From an optimization exercise on the open Yosys and OpenROAD flow, aimed at small area, a short achievable clock period and few clock cycles per item; shortcuts taken in it are not production practice. Where RTL was checked, it was by simulation tests only, not by an equivalence proof against the original. Power and IR drop assume default switching activity.

==> flow/design.v <==
module gf2_rank (
    input  wire         clk,
    input  wire         rst,
    input  wire         start,
    input  wire [4:0]   rows_in,
    input  wire [5:0]   cols_in,
    output wire         ready,
    input  wire         row_valid,
    input  wire [31:0]  row_in,       
    output wire         row_ready,
    output reg          done,
    output wire [2:0]   err,
    output wire [5:0]   rank_out
);
    localparam NMAX = 32;
    localparam [NMAX-1:0] CUT = (32'd1 << 3) | (32'd1 << 9) | (32'd1 << 15) | (32'd1 << 21) | (32'd1 << 27);
    reg        busy;                       
    reg        loading;                    
    reg  [4:0] rem;                        
    reg        bad_r;                      
    reg  [4:0] cnt;                        
    reg  [NMAX-1:0] valid;                 
    assign ready     = ~busy;
    assign row_ready = loading;
    assign err       = {1'b0, bad_r, bad_r};
    assign rank_out  = {1'b0, cnt};
    wire take      = row_valid & loading;
    wire take_last = take & (rem == 5'd1);
    wire [NMAX*(NMAX+1)-1:0] rbus;
    wire [NMAX:0] lbus, pbus, ebus;
    assign rbus[NMAX-1:0] = row_in;
    assign lbus[0] = take;
    assign pbus[0] = take;
    assign ebus[0] = take_last;
    genvar c;
    generate
        for (c = 0; c < NMAX; c = c + 1) begin : col
            wire [NMAX-1:0] rin;
            wire            lin, pin, ein;
            if (c > 0 && CUT[c]) begin : pipe
                reg [NMAX-1:0] r;
                reg            l, p, e;
                always @(posedge clk) begin
                    r <= rbus[NMAX*c +: NMAX];
                    if (rst) begin
                        l <= 1'b0;
                        p <= 1'b0;
                        e <= 1'b0;
                    end else begin
                        l <= lbus[c];
                        p <= pbus[c];
                        e <= ebus[c];
                    end
                end
                assign rin = r;
                assign lin = l;
                assign pin = p;
                assign ein = e;
            end else begin : thru
                assign rin = rbus[NMAX*c +: NMAX];
                assign lin = lbus[c];
                assign pin = pbus[c];
                assign ein = ebus[c];
            end
            reg  [NMAX-1:0] slot;
            wire [NMAX-1:0] hi  = ~((32'd2 << c) - 32'd1);
            wire            hit = rin[c];
            wire            put = lin & hit & ~valid[c];
            wire            red = hit & valid[c];
            always @(posedge clk)
                if (put)
                    slot <= rin & hi;
            assign rbus[NMAX*(c+1) +: NMAX] = rin ^ ({NMAX{red}} & slot & hi);
            assign lbus[c+1] = lin & ~(hit & ~valid[c]);
            assign pbus[c+1] = pin;
            assign ebus[c+1] = ein;
            always @(posedge clk)
                if (start)
                    valid[c] <= (cols_in <= c);
                else if (put)
                    valid[c] <= 1'b1;
        end
    endgenerate
    wire stored = pbus[NMAX] & ~lbus[NMAX];
    wire fin    = ebus[NMAX];
    always @(posedge clk) begin
        if (rst) begin
            busy    <= 1'b0;
            loading <= 1'b0;
            done    <= 1'b0;
        end else begin
            done <= (start && rows_in == 5'd0) || fin;
            if (start) begin
                busy    <= (rows_in != 5'd0);
                loading <= (rows_in != 5'd0);
            end else begin
                if (fin)
                    busy <= 1'b0;
                if (take_last)
                    loading <= 1'b0;
            end
        end
        if (start) begin
            rem   <= rows_in;
            bad_r <= (rows_in > 5'd16) || (cols_in > 6'd32);
        end else if (take) begin
            rem   <= rem - 5'd1;
        end
        if (start || bad_r)
            cnt <= 5'd0;
        else
            cnt <= cnt + {4'd0, stored};
    end
endmodule
Settings: LEC_CHECK=0, CAP_MARGIN=20, CORE_MARGIN=2, CORE_UTILIZATION=30, SLEW_MARGIN=20; clock period 12.0 ns.
standard.sh (not shown) runs the stock make flow with config.mk's settings and CLKGATE_MAP_FILE= SYNTH_SCRIPT=/design/flow/synth_recipe.tcl, a recipe that flattens the netlist after the stock synthesis.
==> flow/flow/run.sh <==
#!/bin/bash
set -euo pipefail
bash standard.sh SETUP_SLACK_MARGIN=8 finish > make_finish.log 2>&1
Edit:
==> flow/run.sh (new file) <==
#!/bin/bash
# synth_recipe.tcl (not shown) runs the flow's synth.tcl, then flattens the netlist and writes it again
# the make line also repeats each setting of config.mk as NAME=value (left out here)
make -C /OpenROAD-flow-scripts/flow DESIGN_CONFIG=/design/flow/config.mk WORK_HOME=/design/flow/orfs CLKGATE_MAP_FILE= SYNTH_SCRIPT=/design/flow/synth_recipe.tcl finish
removed: flow/flow/run.sh
removed: flow/standard.sh
Outcome:
- synthesized cell count is unchanged
- die area is unchanged
- worst setup slack got worse by 940 ps
- wire length falls by about 4.4%
- register-to-register slack is worse by 860 ps
- first-iteration DRC count came out higher by about 1.8%
- cell count decreases by about 0.8%
- count of clock-buffer cells in the layout is lower by 11
- utilization went down by 0.59 points
- design area shrinks by about 1.7%
- via count is lower by 2.0%
No run of this note included a check of the RTL's function; only the layout flow was run.

Another version of the RTL of gf2_rank (not shown whole).
For scale: ~660 flip-flops, about 0.029 mm^2 of cells after synthesis.
clock: 12.0 ns
lec_check: 0
cap_margin: 20
core_margin: 2
core_utilization: 50
cts_buf_list: sky130_fd_sc_hd__clkbuf_8
cts_cluster_diameter: 50
cts_cluster_size: 20
slew_margin: 20
==> flow/flow/run.sh <==
#!/bin/bash
set -euo pipefail
bash standard.sh SETUP_SLACK_MARGIN=8.35 "BUFFER_PORTS_ARGS=-buffer_cell sky130_fd_sc_hd__buf_2" finish > make_finish.log 2>&1
Testbench counts at the start, summed over its fixed seeds: cycles 12,029, items 960.
Next try:
==> flow/run.sh (new file) <==
#!/bin/bash
# synth_recipe.tcl (not shown) runs the flow's synth.tcl, then flattens the netlist and writes it again
# the make line also repeats each setting of config.mk as NAME=value (left out here)
make -C /OpenROAD-flow-scripts/flow DESIGN_CONFIG=/design/flow/config.mk WORK_HOME=/design/flow/orfs CLKGATE_MAP_FILE= SYNTH_SCRIPT=/design/flow/synth_recipe.tcl finish
Settings changed: CTS_CLUSTER_DIAMETER 50 to 80, CTS_CLUSTER_SIZE 20 to 16, SETUP_SLACK_MARGIN set to 5.
removed: flow/flow/run.sh
removed: flow/standard.sh
After rerunning:
- sequential share of layout area grows by 1.2 points
- design area went down by 2.1%
- global-route usage shrinks by 0.29 points
- total power shrinks by 6.6%
- wire length came out lower by 1.8%
- worst setup slack is worse by 1.5 ns
Next try:
==> flow/flow/run.sh (new file) <==
#!/bin/bash
set -euo pipefail
bash standard.sh SETUP_SLACK_MARGIN=8.35 "BUFFER_PORTS_ARGS=-buffer_cell sky130_fd_sc_hd__buf_2" finish > make_finish.log 2>&1
==> flow/standard.sh (new file) <==
#!/bin/bash
# synth_recipe.tcl (not shown) runs the flow's synth.tcl, then flattens the netlist and writes it again
# the make line also repeats each setting of config.mk as NAME=value (left out here)
make -C /OpenROAD-flow-scripts/flow DESIGN_CONFIG=/design/flow/config.mk WORK_HOME=/design/flow/orfs CLKGATE_MAP_FILE= SYNTH_SCRIPT=/design/flow/synth_recipe.tcl "${@:-finish}"
Settings changed: CTS_CLUSTER_DIAMETER 80 to not set, CTS_CLUSTER_SIZE 16 to not set, SETUP_SLACK_MARGIN 5 to not set.
removed: flow/run.sh
Outcome: Setup slack improved by 1.5 ns; count of clock-buffer cells in the layout went up by 79; cell area grows by 4.7%; maximum frequency rises by 42%; power goes up by 15%; die area is unchanged; global-route usage came out higher by 0.75 points; flip-flop and latch count stays the same.
Next try:
Settings changed: CTS_CLUSTER_DIAMETER set to 80, CTS_CLUSTER_SIZE set to 16.
Register-to-register slack improved by 0.05 ns.
First-iteration DRC count decreases by about 6%.
Utilization decreases by 2.3 points.
Next try:
Settings changed: CORE_UTILIZATION 50 to 65.
The new run passed the timing, DRC and antenna checks.
First-iteration DRC count rose by about a fifth.
Synthesized area is unchanged.
Total power stays flat.
Clock skew stays flat.
Design area falls slightly.
Register-to-register slack is worse by 0.05 ns.
Worst setup slack gets worse by 0.0058 ns.
Sequential power hardly moves.
Fmax barely changes.

Setup of before:
gf2_rank, a different RTL version from the one above (not shown whole).
Size: roughly 2300 cells after synthesis, about 640 flip-flops, about 59 I/O pins, roughly 29000 µm² of cells after synthesis.
clock: 12.0 ns
lec_check: 0
cap_margin: 20
core_margin: 2
core_utilization: 50
cts_buf_list: sky130_fd_sc_hd__clkbuf_8
slew_margin: 20
==> flow/flow/run.sh <==
#!/bin/bash
set -euo pipefail
bash standard.sh SETUP_SLACK_MARGIN=8.35 "BUFFER_PORTS_ARGS=-buffer_cell sky130_fd_sc_hd__buf_2" finish > make_finish.log 2>&1
before: PASS, flow complete, no timing, DRC or antenna violations
--- input diff before..after ---
Settings: a change of CORE_UTILIZATION from 50 to 30; a deleted CTS_BUF_LIST that had been sky130_fd_sc_hd__clkbuf_8.
==> flow/flow/run.sh <==
#!/bin/bash
set -euo pipefail
bash standard.sh SETUP_SLACK_MARGIN=8.35 finish > make_finish.log 2>&1
Notes after the runs:
Pre-CTS worst setup slack (higher): before. Side by side, met1 layer usage reported by global route turned out lower in after than in before. before ended up with sky130_fd_sc_hd__and2_4 as its critical path's slowest cell; after ended up with sky130_fd_sc_hd__or2_2. Between after and before, the clock-buffer cell count is higher for before. Vias: after fewer than before. Final area is lower on before. The end-of-flow core utilization of after falls short of that of before by 23 points. Setup slack after layout, after and before, lower one = after. The run showing the greater total routed wirelength is after.
Function was not checked in any run of this note: the RTL went through the layout flow alone.

v6:
gf2_rank, a different RTL version from the one above (not shown whole).
Size: about 2400 cells after synthesis, about 620 flip-flops.
clock: 12.0 ns
lec_check: 0
cap_margin: 20
core_margin: 2
core_utilization: 50
cts_buf_list: sky130_fd_sc_hd__clkbuf_8
slew_margin: 20
==> flow/flow/run.sh <==
#!/bin/bash
set -euo pipefail
bash standard.sh SETUP_SLACK_MARGIN=8.5 "BUFFER_PORTS_ARGS=-buffer_cell sky130_fd_sc_hd__buf_2" finish > make_finish.log 2>&1
### v6 -> v7
- CTS_BUF_LIST removed (was sky130_fd_sc_hd__clkbuf_8)
- CORE_UTILIZATION changed from 50 to 30
==> flow/flow/run.sh <==
#!/bin/bash
set -euo pipefail
bash standard.sh SETUP_SLACK_MARGIN=8.5 finish > make_finish.log 2>&1
Notes after the runs:
- v7 did not stop at any stage, and its layout met the timing, DRC and antenna checks.
- Compared with v6, in v7 setup slack rose 94 ps; clock share of power +1.7 points.
- Compared with v6, in v7 maximum frequency moved up; share of the clock period used by the worst path moved down; number of cell rows moved up.
- Relative to v6, the placed standard-cell area measured on v7 has increased by a few percent.
- v7 ends up with a sequential share of layout area that is 1.6 points lower than in v6.
- Share of total power in sequential cells: v7 vs v6 down 1.3 points
- Relative to v6, the number of tap instances of v7 is higher by 509.
- Between v6 and v7, global-route wire length before repair decreased.
- Of the two candidates, v6 has the worse total wire length and v7 the better one.
Function was not checked in any run of this note: the RTL went through the layout flow alone.

-- separate check: timing with driven ports --
No port has a modelled driver above. Below, the same layouts with a new extraction and two added sets of constraints.
Step 1: set_driving_cell puts a clkbuf_16 on clk and a buf_2 on each other input, an assumption about the parent block.
Step 2 also shifts input and output timing later by t, the mid clock arrival at the registers, as if the neighbouring blocks saw the same clock.
a / b / c = ideal / step 1 / step 2; a / b = the first two.
run	t (ns)	setup WS [ns]	worst setup path at the end	clock arrival spread, ns
the first run of note 1	0.669	8.027 / 8.004 / 7.391	input to register	0.018 / 0.017
the second run of note 1	0.704	7.085 / 7.084 / 6.381	input to register	0.029 / 0.029
the first run of note 2	0.734	8.410 / 8.385 / 7.708	input to register	0.031 / 0.030
the second run of note 2	0.704	6.862 / 6.890 / 6.186	input to register	0.038 / 0.038
the third run of note 2	0.738	8.385 / 8.376 / 7.679	input to register	0.036 / 0.036
the fourth run of note 2	0.714	8.387 / 8.396 / 7.707	input to register	0.029 / 0.029
the fifth run of note 2	0.703	8.381 / 8.389 / 7.686	input to register	0.032 / 0.032
before	0.758	8.122 / 8.130 / 7.371	input to register	0.039 / 0.039
after	0.674	7.994 / 7.997 / 7.322	input to register	0.033 / 0.033
v6	0.752	7.063 / 7.063 / 7.063	register to register	0.032 / 0.031
v7	0.669	7.157 / 7.157 / 7.157	register to register	0.049 / 0.049
After both steps every run listed still meets setup and hold. For before, which loses most, drivers alone change the setup slack by +0.008 ns; drivers and shift together by -0.751 ns.
